Background: an optimization exercise with open tools, aiming at small area, a short achievable clock period and few clock cycles. Do not read the settings as production practice.
Where RTL was checked, it was by simulation tests only, not by an equivalence proof against the original.
Power figures rest on the tool's default switching activity, not on a simulated workload.

Setup of job 101:
Design pcwlc_core, start of the top module:
module pcwlc_core (
    input  wire        clk,
    input  wire        rst,
    input  wire        host_we,
    input  wire [2:0]  host_addr,
    input  wire [63:0] host_wdata,
    output wire [31:0] status,
    output wire [63:0] res,
    output wire [63:0] res2,
    output wire [31:0] erraddr,
    output reg         port_req,
    output reg         port_we,
    output reg  [1:0]  port_size,     
    output reg  [16:0] port_addr,
    output wire [31:0] port_wdata,
    input  wire        port_ack,
    input  wire [1:0]  port_fail,     
    input  wire [31:0] port_rdata,
    input  wire [63:0] now
);
Size: ~3300 cells after synthesis, roughly 410 I/O pins, roughly 27000 um^2 of cells after synthesis.
==> flow/config.mk <==
export PLATFORM = sky130hd
export DESIGN_NAME = pcwlc_core
export DESIGN_NICKNAME = pcwlc_core
export VERILOG_FILES = /design/flow/design.v
export SDC_FILE = /design/flow/constraint.sdc
export NUM_CORES = 4
export LEC_CHECK = 0
export CAP_MARGIN = 20
export CORE_MARGIN = 2
export CORE_UTILIZATION = 40
export SETUP_SLACK_MARGIN = 4
export SLEW_MARGIN = 20
==> flow/constraint.sdc <==
create_clock -name core_clock -period 8.0 [get_ports {clk}]
set_input_delay 1.6000 -clock core_clock [delete_from_list [all_inputs] [get_ports {clk}]]
set_output_delay 1.6000 -clock core_clock [all_outputs]
set_load 0.01 [all_outputs]
standard.sh (not shown) runs the stock make flow with config.mk's settings and CLKGATE_MAP_FILE= SYNTH_SCRIPT=/design/flow/synth_recipe.tcl, a recipe that flattens the netlist after the stock synthesis.
==> flow/flow/run.sh <==
#!/bin/bash
# Layout flow: the standard flow (standard.sh: the standard synthesis,
# then ORFS to the routed layout) with two layout settings changed:
#  - the port buffers are buf_4 cells instead of the delay buffers that
#    buffer_ports picks by default;
#  - the resizer may change a cell's footprint when it sizes cells
#    (MATCH_CELL_FOOTPRINT=0), so timing repair can upsize freely.
# The output of the whole run goes to standard.log in the work folder; ORFS
# keeps each step's log under orfs/logs/.
set -euo pipefail
bash standard.sh MATCH_CELL_FOOTPRINT=0 \
    "BUFFER_PORTS_ARGS=-buffer_cell sky130_fd_sc_hd__buf_4" \
    finish > standard.log 2>&1
Testbench counts of job 101, summed over its fixed seeds: cycles 67,760.
What job 102 does differently from job 101 at the input level:
--- a/flow/design.v
+++ b/flow/design.v
@@ -276,27 +276,26 @@
     wire [7:0] base_off = is_lsop ? 8'h12 : is_cap ? 8'h02 : 8'h10;
     wire [8:0] base_adr = {1'b0, cur[7:0]} + {1'b0, base_off};
     wire [4:0] base_st  = is_lsop ? S_LS : is_cap ? S_CAP : S_RMWR;
     wire [15:0] ls       = rd[15:0];
     wire [3:0]  ls_sc    = ls[3:0];
     wire        ls_known = (ls_sc >= 4'd1) && (ls_sc <= 4'd6);
     wire [31:0] ls_res   = {ls, 3'd0, ls[13], ls[11], ls[9:4], ls_known, ls_sc};
-    wire [12:0] c_cs_m4  = opa[12:0] - 13'd4;
-    reg  [11:0] cs_m4;
-    reg         cs_big;
+    wire [12:0] cs_m4    = lop[12:0] - 13'd4;
+    wire        cs_big   = (lop[63:13] != 51'd0) || (cs_m4[12]);
     wire [11:0] nx       = rd[31:20];
     function gt12(input [11:0] a, input [11:0] b);
         integer k;
         begin
             gt12 = 1'b0;
             for (k = 0; k < 12; k = k + 1)
                 gt12 = (a[k] & ~b[k]) | (~(a[k] ^ b[k]) & gt12);
         end
     endfunction
-    wire        cs_over  = !cs_big && gt12(nx, cs_m4);
+    wire        cs_over  = !cs_big && gt12(nx, cs_m4[11:0]);
     wire [16:0] addr_p4  = port_addr + 17'd4;
     wire [16:0] addr_lc2 = port_addr + 17'h2E;    
     wire ent_ff    = (rd[7:0] == 8'hFF);
     wire ent_match = (rd[7:0] == walk_id);
     wire ent_next  = (trip != 9'd0) && (rd[15:14] != 2'd0);
     wire ext_dead  = (rd == 32'h00000000) || (rd == 32'hFFFFFFFF);
     wire ext_match = (rd[15:0] == imm);
@@ -474,34 +473,27 @@
                     st_nx    = cont ? a_state : S_IDLE;
                     if (state == S_LS && is_rs)
                         rs2c <= ls_known ? ls_sc[2:0] : 3'd0;
                 end
             end
         end
         state <= st_nx;
-        sel_d <= !rst && ack && okk && poll;
-        sel_w <= !rst && ((state == S_POLL) || (state == S_SLP0) ||
-                          (state == S_POLL2 && !past && !lop_zero) ||
-                          (state == S_SLEEP && !past) ||
-                          (ack && okk && !poll && hsleep));
-        sel_p <= !rst && ((ack && okk && (state == S_ENT) && !ent_ff && ent_match &&
-                           is_lsop && !cur[0]) ||
-                          (state == S_LS && !ack));
+        sel_d <= (st_nx == S_POLL);
+        sel_w <= (st_nx == S_POLL2) || (st_nx == S_SLP0) || (st_nx == S_SLEEP);
+        sel_p <= (st_nx == S_LS);
     end
     reg first;    
     always @(posedge clk) begin
         first <= !busy;
         if (!busy) begin
             op    <= c_op;
             wc    <= c_w;
             f     <= c_f;
             imm   <= (c_op == OP_SET_SPEED) ? {13'd0, speed_code} : c_imm;
             lop   <= opa;
-            cs_m4  <= c_cs_m4[11:0];
-            cs_big <= (opa[63:13] != 51'd0) || c_cs_m4[12];
             pz    <= (opa == 64'd0);
             again <= 1'b0;
             cur   <= 12'h100;
             trip  <= ext_trip1;
             port_we   <= (c_op == OP_CFG_WRITE);
             port_size <= c_size;
         end
Notes after the runs:
Wire length of the first global-routing pass: lower on job 101
Between job 102 and job 101, it is job 102 whose share of total power in the clock network is higher, by 3.9 points.
Going from job 101 to job 102, detailed-route wire length grows by 0.94%.
Between job 102 and job 101, the worst hold margin figures differ only marginally.
Across both runs, inverter count of the layout excluding clock inverters was lower for job 102 than for job 101.
Comparing job 101 with job 102, the final cell count came out essentially unchanged.
Register cell area after layout: job 102 < job 101
The sequential cell count in job 102 sits 13 below the value recorded for job 101.
When the final numbers for job 102 and job 101 were put side by side, the smallest setup slack after layout turned out to be greater in job 101.
Re fraction of the cycle the final worst path needs: job 102 and job 101 aren't equal, and the lower value belongs to job 101.
The RTL of job 102 was laid out without a check of its function.

[port drivers added, routing unchanged]
The results above use ideal ports. As a check the final layouts listed here were re-extracted and re-timed, cells and wires unchanged.
Step 1 assumes that a clkbuf_16 drives the clock port and a buf_2 every other input.
Step 2, shift: input delay + t, output delay - t, t = (earliest + latest rising clock arrival at the registers) / 2. This alone moves slack from input paths to output paths.
Slacks: no drivers / after step 1 / after step 2; pairs: no drivers / after step 1.
run	shift t [ns]	slack for setup (ns)	cell pins on the clock port's net
job 101	0.659	4.023 / 4.061 / 3.402	1
job 102	0.657	3.653 / 3.653 / 3.070	1
After both steps setup and hold are still met in every run listed. For job 101, which loses most, drivers alone change the setup slack by +0.038 ns; drivers and shift together by -0.621 ns.
